From an optimization exercise on the open Yosys and OpenROAD flow, aimed at small area and a short achievable clock period; shortcuts taken in it are not production practice.
The RTL was checked by simulation tests, not by an equivalence proof against the original design.
Power figures rest on the tool's default switching activity, not on a simulated workload.

Setup of before:
==> flow/design.v <==
module zcpf_nec (
    input  wire       clk,
    input  wire       rst,       
    input  wire       zc_in,     
    input  wire       ir_in,     
    input  wire       dt_tick,   
    input  wire       tb_tick,   
    input  wire [3:0] addr,
    input  wire [7:0] wdata,
    input  wire       rd,
    input  wire       wr,
    output reg  [7:0] rdata,
    output reg        gate_n
);
    localparam [2:0] S_IDLE    = 3'd0;
    localparam [2:0] S_MARK    = 3'd1;
    localparam [2:0] S_SPACE   = 3'd2;
    localparam [2:0] S_HIGHBIT = 3'd3;
    localparam [2:0] S_LOWBIT  = 3'd4;
    localparam [2:0] S_REPEAT  = 3'd5;
    localparam [127:0] LUT_TT = {
        16'h003f, 16'h00c7, 16'h014b, 16'h0399,
        16'h0255, 16'h030f, 16'h0333, 16'h0155 };
    localparam [7:0] KICK_200 = 8'had, KICK_199 = 8'h5b, KICK_1 = 8'h80;
    localparam [15:0] TB_FFFF = 16'h8000;
    function [7:0] step8;
        input [7:0] q;
        begin
            step8 = {q[6:0], q[7] ^ q[5] ^ q[4] ^ q[3] ^ (q[6:0] == 7'd0)};
        end
    endfunction
    function [15:0] step16;
        input [15:0] q;
        begin
            step16 = {q[14:0], q[15] ^ q[14] ^ q[12] ^ q[3] ^ (q[14:0] == 15'd0)};
        end
    endfunction
    function [7:0] lut;
        input [3:0] idx;
        integer b;
        begin
            for (b = 0; b < 8; b = b + 1)
                lut[b] = LUT_TT[16*b + idx];
        end
    endfunction
    reg  [2:0]  ir_state;
    reg  [3:0]  phase;        
    reg  [3:0]  dly_a;        
    reg  [4:0]  dly_b;
    reg         dly_armed;
    reg         gate;
    reg         run;
    reg  [3:0]  level;
    reg         start_req;
    reg  [7:0]  kick_cnt;
    reg  [15:0] tb_cnt;
    reg  [7:0]  hc_cnt;
    reg  [7:0]  ovf_cnt;
    reg         ir_level;
    reg  [15:0] ivc;          
    reg  [31:1] acc;
    reg  [4:0]  bitcnt;
    reg  [31:0] frame;
    reg         frame_vld;    
    reg  [1:0]  ir_idle;
    reg         frame_rdy;
    reg         rpt_pend;
    reg         ovf_f;
    reg         zc_f;
    reg         pulse_on;     
    reg  [3:0]  pulse_cnt;    
    reg         zc_prev;
    reg         ir_prev;
    wire ir_now = ~ir_in;
    wire zc_ev  = zc_in & ~zc_prev;
    wire ir_ev  = ir_now ^ ir_prev;
    wire dt_ev  = dt_tick & dly_armed;
    wire wr_lvl = wr & (addr == 4'h0);
    wire wr_ctl = wr & (addr == 4'h1);
    wire wr_flg = wr & (addr == 4'h4);
    wire       wlvl_z = wdata[7] | (wdata[6:0] == 7'd0);
    wire       wlvl_9 = (wdata[6:0] > 7'd9) | (wdata[3:0] == 4'd9);
    wire [3:0] wlvl   = wdata[7] ? 4'd0 : wlvl_9 ? 4'd9 : wdata[3:0];
    wire kick_nz = (kick_cnt != 8'd0);
    wire kick_1  = (kick_cnt == KICK_1);
    wire dly_bz  = (dly_b == 5'd0);
    wire dly_z   = (dly_a == 4'd10) & dly_bz;
    wire c_zero = wr_lvl & wlvl_z;                           
    wire c_kick = wr_lvl & ~wlvl_z & ~run & start_req;       
    wire c_set  = wr_lvl & ~wlvl_z & ~start_req & ~run       
                | wr_lvl & ~wlvl_z & run & ~kick_nz;
    wire c_keep = ~(c_zero | c_kick | c_set);                
    wire       w_run   = c_zero ? 1'b0 : (c_kick | run);
    wire [3:0] w_level = wr_lvl ? wlvl : level;
    wire       w_ph9   = c_kick | (c_set & wlvl_9 & ~wdata[7]) | (c_keep & phase == 4'd9);
    wire kick_end = zc_ev & c_keep & ~c_zero & kick_1;    
    reg [3:0] w_phase;
    always @* begin
        if (c_zero)        w_phase = 4'd0;
        else if (c_kick)   w_phase = 4'd9;
        else if (c_set)    w_phase = wlvl;
        else               w_phase = phase;
    end
    reg [3:0] n_phase;
    always @* begin
        if (kick_end)      n_phase = w_level;
        else               n_phase = w_phase;
    end
    reg [7:0] n_kick;
    always @* begin
        if (c_zero)                 n_kick = 8'd0;
        else if (c_kick)            n_kick = zc_ev ? KICK_199 : KICK_200;
        else if (zc_ev & kick_nz)   n_kick = step8(kick_cnt);
        else                        n_kick = kick_cnt;
    end
    wire       dly_step = dt_ev & ~dly_z;
    wire [3:0] n_dly_a = zc_ev ? w_phase :
                         (dly_step & dly_bz) ? dly_a + 4'd1 : dly_a;
    wire [4:0] n_dly_b = zc_ev ? (dt_tick ? 5'd4 : 5'd5) :
                         dly_step ? (dly_bz ? 5'd24 : dly_b - 5'd1) : dly_b;
    wire expire  = ~zc_ev & dt_ev & dly_z;
    wire fire    = expire & w_run;
    wire n_armed = zc_ev | (dly_armed & ~expire);
    wire n_gate  = (zc_ev & w_run & w_ph9) | (gate & ~expire);
    wire n_pulse_on = fire | (pulse_on & (pulse_cnt != 4'd0));
    wire [15:0] iv = ivc;
    wire iv_ge787 = (iv >= 16'd787);
    wire iv_lt394 = (iv <  16'd394);
    wire iv_bit   = (iv >= 16'd56) && (iv <= 16'd84);
    wire iv_low   = (iv >= 16'd56) && (iv <= 16'd252);
    wire iv_one   = (iv >= 16'd168);
    wire st_idle = (ir_state == S_IDLE);
    wire st_mark = (ir_state == S_MARK);
    wire st_spc  = (ir_state == S_SPACE);
    wire st_hi   = (ir_state == S_HIGHBIT);
    wire st_lo   = (ir_state == S_LOWBIT);
    wire st_rpt  = (ir_state == S_REPEAT);
    reg [2:0] ed_state;
    always @* begin
        case (ir_state)
            S_IDLE:    ed_state = S_MARK;       
            S_MARK:    ed_state = iv_ge787 ? S_SPACE : S_IDLE;
            S_SPACE:   ed_state = iv_lt394 ? S_REPEAT : S_HIGHBIT;
            S_HIGHBIT: ed_state = iv_bit ? S_LOWBIT : S_IDLE;
            S_LOWBIT:  ed_state = (iv_low & (bitcnt != 5'd31)) ? S_HIGHBIT : S_IDLE;
            default:   ed_state = S_IDLE;
        endcase
    end
    wire go_idle_hold = st_idle & ~ir_now;                  
    wire done_pre = st_lo & iv_low & (bitcnt == 5'd31);     
    wire rpt_pre  = st_rpt & iv_bit;
    wire [4:0] ed_bitcnt = (st_lo & iv_low & (bitcnt != 5'd31)) ? bitcnt + 5'd1 :
                           (st_spc | st_hi & iv_bit) ? bitcnt : 5'd0;
    wire [15:0] sel = 16'd1 << addr;
    wire        sel_fr = frame_vld & addr[3] & ~addr[2];
    wire [7:0] rd_view =
        ({8{sel[0]}} & {4'd0, level}) |
        ({8{sel[1]}} & {7'd0, start_req}) |
        ({8{sel[2]}} & lut(phase)) |
        ({8{sel[3]}} & {3'd0, ir_level, dly_armed, gate, kick_nz, run}) |
        ({8{sel[4]}} & {4'd0, zc_f, ovf_f, rpt_pend, frame_rdy}) |
        ({8{sel[5]}} & hc_cnt) |
        ({8{sel[6]}} & ovf_cnt) |
        ({8{sel[7]}} & {ir_state, bitcnt}) |
        ({8{sel_fr & addr[1:0] == 2'd0}} & frame[7:0]) |
        ({8{sel_fr & addr[1:0] == 2'd1}} & frame[15:8]) |
        ({8{sel_fr & addr[1:0] == 2'd2}} & frame[23:16]) |
        ({8{sel_fr & addr[1:0] == 2'd3}} & frame[31:24]);
    wire tb_wrap = tb_tick & (tb_cnt == TB_FFFF);
    wire [1:0] idle_ir = ir_ev ? 2'd0 : ir_idle;
    always @(posedge clk) begin
        zc_prev <= zc_in;
        ir_prev <= ir_now;
        dly_a   <= n_dly_a;
        dly_b   <= n_dly_b;
        if (fire)
            pulse_cnt <= 4'd15;
        else
            pulse_cnt <= pulse_cnt - 4'd1;
        if (ir_ev)
            ivc <= {15'd0, tb_tick};
        else if (tb_tick)
            ivc <= ivc + 16'd1;
        if (ir_ev & st_lo)
            acc <= {iv_one, acc[31:2]};
        if (ir_ev & done_pre)
            frame <= {iv_one, acc};
    end
    always @(posedge clk) begin
        if (rst) begin
            ir_state  <= S_IDLE;
            phase     <= 4'd0;
            dly_armed <= 1'b0;
            gate      <= 1'b0;
            run       <= 1'b0;
            level     <= 4'd0;
            start_req <= 1'b0;
            kick_cnt  <= 8'd0;
            tb_cnt    <= 16'd0;
            hc_cnt    <= 8'd0;
            ovf_cnt   <= 8'd0;
            ir_level  <= 1'b0;
            bitcnt    <= 5'd0;
            frame_vld <= 1'b0;
            ir_idle   <= 2'd0;
            frame_rdy <= 1'b0;
            rpt_pend  <= 1'b0;
            ovf_f     <= 1'b0;
            zc_f      <= 1'b0;
            pulse_on  <= 1'b0;
            gate_n    <= 1'b1;
            rdata     <= 8'd0;
        end else begin
            phase     <= n_phase;
            dly_armed <= n_armed;
            gate      <= n_gate;
            run       <= w_run;
            level     <= w_level;
            kick_cnt  <= n_kick;
            pulse_on  <= n_pulse_on;
            gate_n    <= ~(n_gate | n_pulse_on);
            if (wr_lvl)
                start_req <= 1'b0;
            else if (wr_ctl)
                start_req <= wdata[0];
            if (zc_ev)
                hc_cnt <= hc_cnt + 8'd1;
            if (ir_ev) begin
                ir_level <= ir_now;
                if (!go_idle_hold) begin
                    ir_state <= ed_state;
                    bitcnt   <= ed_bitcnt;
                end
                if (done_pre)
                    frame_vld <= 1'b1;
            end
            if (tb_tick)
                tb_cnt <= step16(tb_cnt);
            if (tb_wrap) begin
                ovf_cnt <= ovf_cnt + 8'd1;
                ir_idle <= (idle_ir == 2'd2) ? 2'd2 : idle_ir + 2'd1;
            end else begin
                ir_idle <= idle_ir;
            end
            frame_rdy <= (frame_rdy & ~(wr_flg & wdata[0])) | (ir_ev & done_pre);
            rpt_pend  <= ((rpt_pend & ~(wr_flg & wdata[1])) | (ir_ev & rpt_pre))
                         & ~(tb_wrap & (idle_ir != 2'd0));
            ovf_f     <= (ovf_f & ~(wr_flg & wdata[2])) | tb_wrap;
            zc_f      <= (zc_f & ~(wr_flg & wdata[3])) | zc_ev;
            if (rd)
                rdata <= rd_view;
        end
    end
endmodule
clock: 4.5 ns
lec_check: 0
cap_margin: 20
core_margin: 2
core_utilization: 40
cts_buf_list: sky130_fd_sc_hd__clkbuf_4 sky130_fd_sc_hd__clkbuf_8
setup_slack_margin: 2.5
slew_margin: 20
standard.sh (not shown) runs the stock make flow with config.mk's settings and CLKGATE_MAP_FILE= SYNTH_SCRIPT=/design/flow/synth_recipe.tcl, a recipe that flattens the netlist after the stock synthesis.
==> flow/flow/run.sh <==
#!/bin/bash
# Own layout flow: the standard flow (standard.sh, standard synthesis
# unchanged) with extra ORFS variables from flow/extra.env, e.g. the cell
# buffer_ports puts on every port.
set -euo pipefail
set -a
source flow/extra.env
set +a
bash standard.sh > flow.log 2>&1
==> flow/flow/extra.env <==
BUFFER_PORTS_ARGS="-buffer_cell sky130_fd_sc_hd__buf_4"
CTS_ARGS="-sink_clustering_enable -repair_clock_nets -dont_use_dummy_load -sink_buffer_max_cap_derate 0.5 -buf_list {sky130_fd_sc_hd__clkbuf_4 sky130_fd_sc_hd__clkbuf_8}"
REMOVE_ABC_BUFFERS=1
The final layout from before, which completed every stage, passed the timing, DRC and antenna checks at the end of the flow.
> inputs changed (before -> after)
==> flow/flow/extra.env <==
BUFFER_PORTS_ARGS="-buffer_cell sky130_fd_sc_hd__buf_4"
CTS_ARGS="-sink_clustering_enable -repair_clock_nets -dont_use_dummy_load -buf_list {sky130_fd_sc_hd__clkbuf_4 sky130_fd_sc_hd__clkbuf_8}"
Notes after the runs:
before: flow completed, timing, DRC and antenna clean. after went all the way through the flow, and no timing, DRC or antenna check failed. Of the two values seen for routing layer with the top usage in global route, met2 was produced by after and met1 by before. NOTE: wire length of the first global-routing pass in after exceeds that of before. Comparing before and after, the lower number of global-route vias before repair is on before. Where setup skew after layout is concerned, before is better than after. after does better than before on hold slack. after vs. before: post-layout net count now larger; overall global routing resource usage +1.5 points; maximum frequency -0.72%.


Setup of trial 17:
Starts from the design.v that is shown in full above.
clock: 4.5 ns
lec_check: 0
cap_margin: 20
core_margin: 2
core_utilization: 40
cts_buf_list: sky130_fd_sc_hd__clkbuf_4 sky130_fd_sc_hd__clkbuf_8
setup_slack_margin: 2.4
slew_margin: 20
==> flow/flow/run.sh <==
#!/bin/bash
# Own layout flow: the standard flow (standard.sh) with one change to
# synthesis -- ABC maps the logic with the area-oriented script in
# flow/area.abc instead of ORFS's speed script.  Registers come from Yosys
# before ABC runs, so they are the standard synthesis's, by name and type.
# Extra ORFS variables can be given in flow/extra.mk (one VAR=value a line).
set -euo pipefail
W=$(pwd)
cp flow/area.abc "$W/area.abc"
{
  head -n 1 synth_recipe.tcl
  cat <<T
proc abc {args} {
  set i [lsearch \$args -script]
  if {\$i >= 0} { lset args [expr {\$i + 1}] $W/area.abc }
  yosys abc {*}\$args
}
T
  tail -n +2 synth_recipe.tcl
} > my_synth.tcl
extra=""
if [[ -f flow/extra.mk ]]; then extra=$(grep -v '^#' flow/extra.mk | tr '\n' ' '); fi
sed -e "s#SYNTH_SCRIPT=[^ ]*#SYNTH_SCRIPT=$W/my_synth.tcl $extra#" standard.sh > my_standard.sh
grep -q "my_synth.tcl" my_standard.sh
bash my_standard.sh > flow.log 2>&1
==> flow/flow/area.abc <==
strash
ifraig
dc2
dch -f
map -a
topo
stime -c
buffer -c
upsize -c
dnsize -c
#### Input delta (trial 13 over trial 17)
==> flow/flow/run.sh <==
#!/bin/bash
# Own layout flow: the standard flow (standard.sh, standard synthesis
# unchanged) with extra ORFS variables from flow/extra.env, e.g. the cell
# buffer_ports puts on every port.
set -euo pipefail
set -a
source flow/extra.env
set +a
bash standard.sh > flow.log 2>&1
==> flow/flow/extra.env (new file) <==
BUFFER_PORTS_ARGS="-buffer_cell sky130_fd_sc_hd__buf_4"
removed: flow/flow/area.abc
Findings:
Trial 13 finished all stages; the layout is clean. The fmax in trial 13 is 1.13 times that in trial 17. Taking trial 17 as the reference, in trial 13 total half-perimeter wirelength after legalization and detailed placement rose about 6.6%; peak supply drop fell about 16%.


Starts from the design.v that is shown in full above.
export LEC_CHECK = 0
export CAP_MARGIN = 20
export CORE_MARGIN = 2
export CORE_UTILIZATION = 40
export CTS_BUF_LIST = sky130_fd_sc_hd__clkbuf_4 sky130_fd_sc_hd__clkbuf_8
export SETUP_SLACK_MARGIN = 2.45
export SLEW_MARGIN = 20
create_clock -name core_clock -period 4.5 [get_ports {clk}]
==> flow/flow/run.sh <==
#!/bin/bash
# Own layout flow: the standard flow (standard.sh, standard synthesis
# unchanged) with extra ORFS variables from flow/extra.env, e.g. the cell
# buffer_ports puts on every port.
set -euo pipefail
set -a
source flow/extra.env
set +a
bash standard.sh > flow.log 2>&1
==> flow/flow/extra.env <==
BUFFER_PORTS_ARGS="-buffer_cell sky130_fd_sc_hd__buf_4"
CTS_ARGS="-sink_clustering_enable -repair_clock_nets -dont_use_dummy_load -sink_buffer_max_cap_derate 0.5 -buf_list {sky130_fd_sc_hd__clkbuf_4 sky130_fd_sc_hd__clkbuf_8}"
Change:
--- a/flow/flow/extra.env
+++ b/flow/flow/extra.env
@@ -2,0 +3 @@
+REMOVE_ABC_BUFFERS=1
Settings changed: SETUP_SLACK_MARGIN 2.45 to 2.4.
Effect: The changed run completed with no timing, DRC or antenna violations; clock-buffer cell count is unchanged; setup slack improved by 0.087 ns; non-clock buffer count goes down by 4; sequential share of layout area rose by 1.2 points; cell area came out lower by a few percent; routed wire length went down by a little under a tenth; hold slack degrades by 0.022 ns.


// zcpf_nec: RTL as listed in full above, without the edits since
export LEC_CHECK = 0
export CAP_MARGIN = 20
export CORE_MARGIN = 2
export CORE_UTILIZATION = 40
export CTS_BUF_LIST = sky130_fd_sc_hd__clkbuf_4 sky130_fd_sc_hd__clkbuf_8
export SETUP_SLACK_MARGIN = 2.2
export SLEW_MARGIN = 20
create_clock -name core_clock -period 4.5 [get_ports {clk}]
==> flow/flow/extra.env <==
BUFFER_PORTS_ARGS="-buffer_cell sky130_fd_sc_hd__buf_4"
Scripts as last shown in full above: flow/flow/run.sh
The first run completed without violations.
Change:
CORE_UTILIZATION = 60   (was 40)
SETUP_SLACK_MARGIN = 2.4   (was 2.2)
What happened:
- global-route usage increases by 9.0 points
- sequential power hardly moves
- first-iteration DRC count increases by 66%
- total power decreases by 2.0%
- synthesized area stays the same
- non-clock buffer count increases by 16
- critical path depth is unchanged
- sequential cell count stays the same
- final cell count decreases by 7.2%

==> port drivers added, routing unchanged <==
In the flow no input, the clock included, has a driving cell. The finished layouts below were timed again as built, in two steps. Step 1 sets driving cells, clkbuf_16 on the clock port and buf_2 on the other inputs (assumed; they add their load-dependent delay and slew). Step 2 moves the port delays by t, midway between the first and last clock arrival at a register: inputs arrive t later, outputs are due t later. That takes back most of the time a late clock gives input paths. Three values: ideal, step 1, step 2; two values: the first two.
run	shift t [ns]	setup WS [ns]	worst hold slack (ns)	worst setup path after step 2	clock arrival spread, ns
before	0.617	2.484 / 2.485 / 1.868	0.401 / 0.401 / 0.401	input to register	0.031 / 0.032
after	0.484	2.470 / 2.424 / 1.941	0.417 / 0.417 / 0.417	input to register	0.041 / 0.041
trial 17	0.505	2.138 / 2.147 / 1.646	0.411 / 0.411 / 0.411	input to register	0.015 / 0.016
trial 13	0.498	2.415 / 2.427 / 1.929	0.406 / 0.406 / 0.406	input to register	0.021 / 0.020
the first run of note 3	0.626	2.382 / 2.398 / 1.772	0.421 / 0.421 / 0.421	input to register	0.039 / 0.038
the second run of note 3	0.615	2.469 / 2.452 / 1.860	0.399 / 0.399 / 0.399	input to register	0.033 / 0.034
the first run of note 4	0.512	2.306 / 2.314 / 1.802	0.413 / 0.413 / 0.413	input to register	0.017 / 0.018
the second run of note 4	0.514	2.386 / 2.392 / 1.878	0.408 / 0.408 / 0.408	input to register	0.012 / 0.012
After both steps setup and hold are still met in every run listed. For before, which loses most, drivers alone change the setup slack by +0.001 ns; drivers and shift together by -0.616 ns.
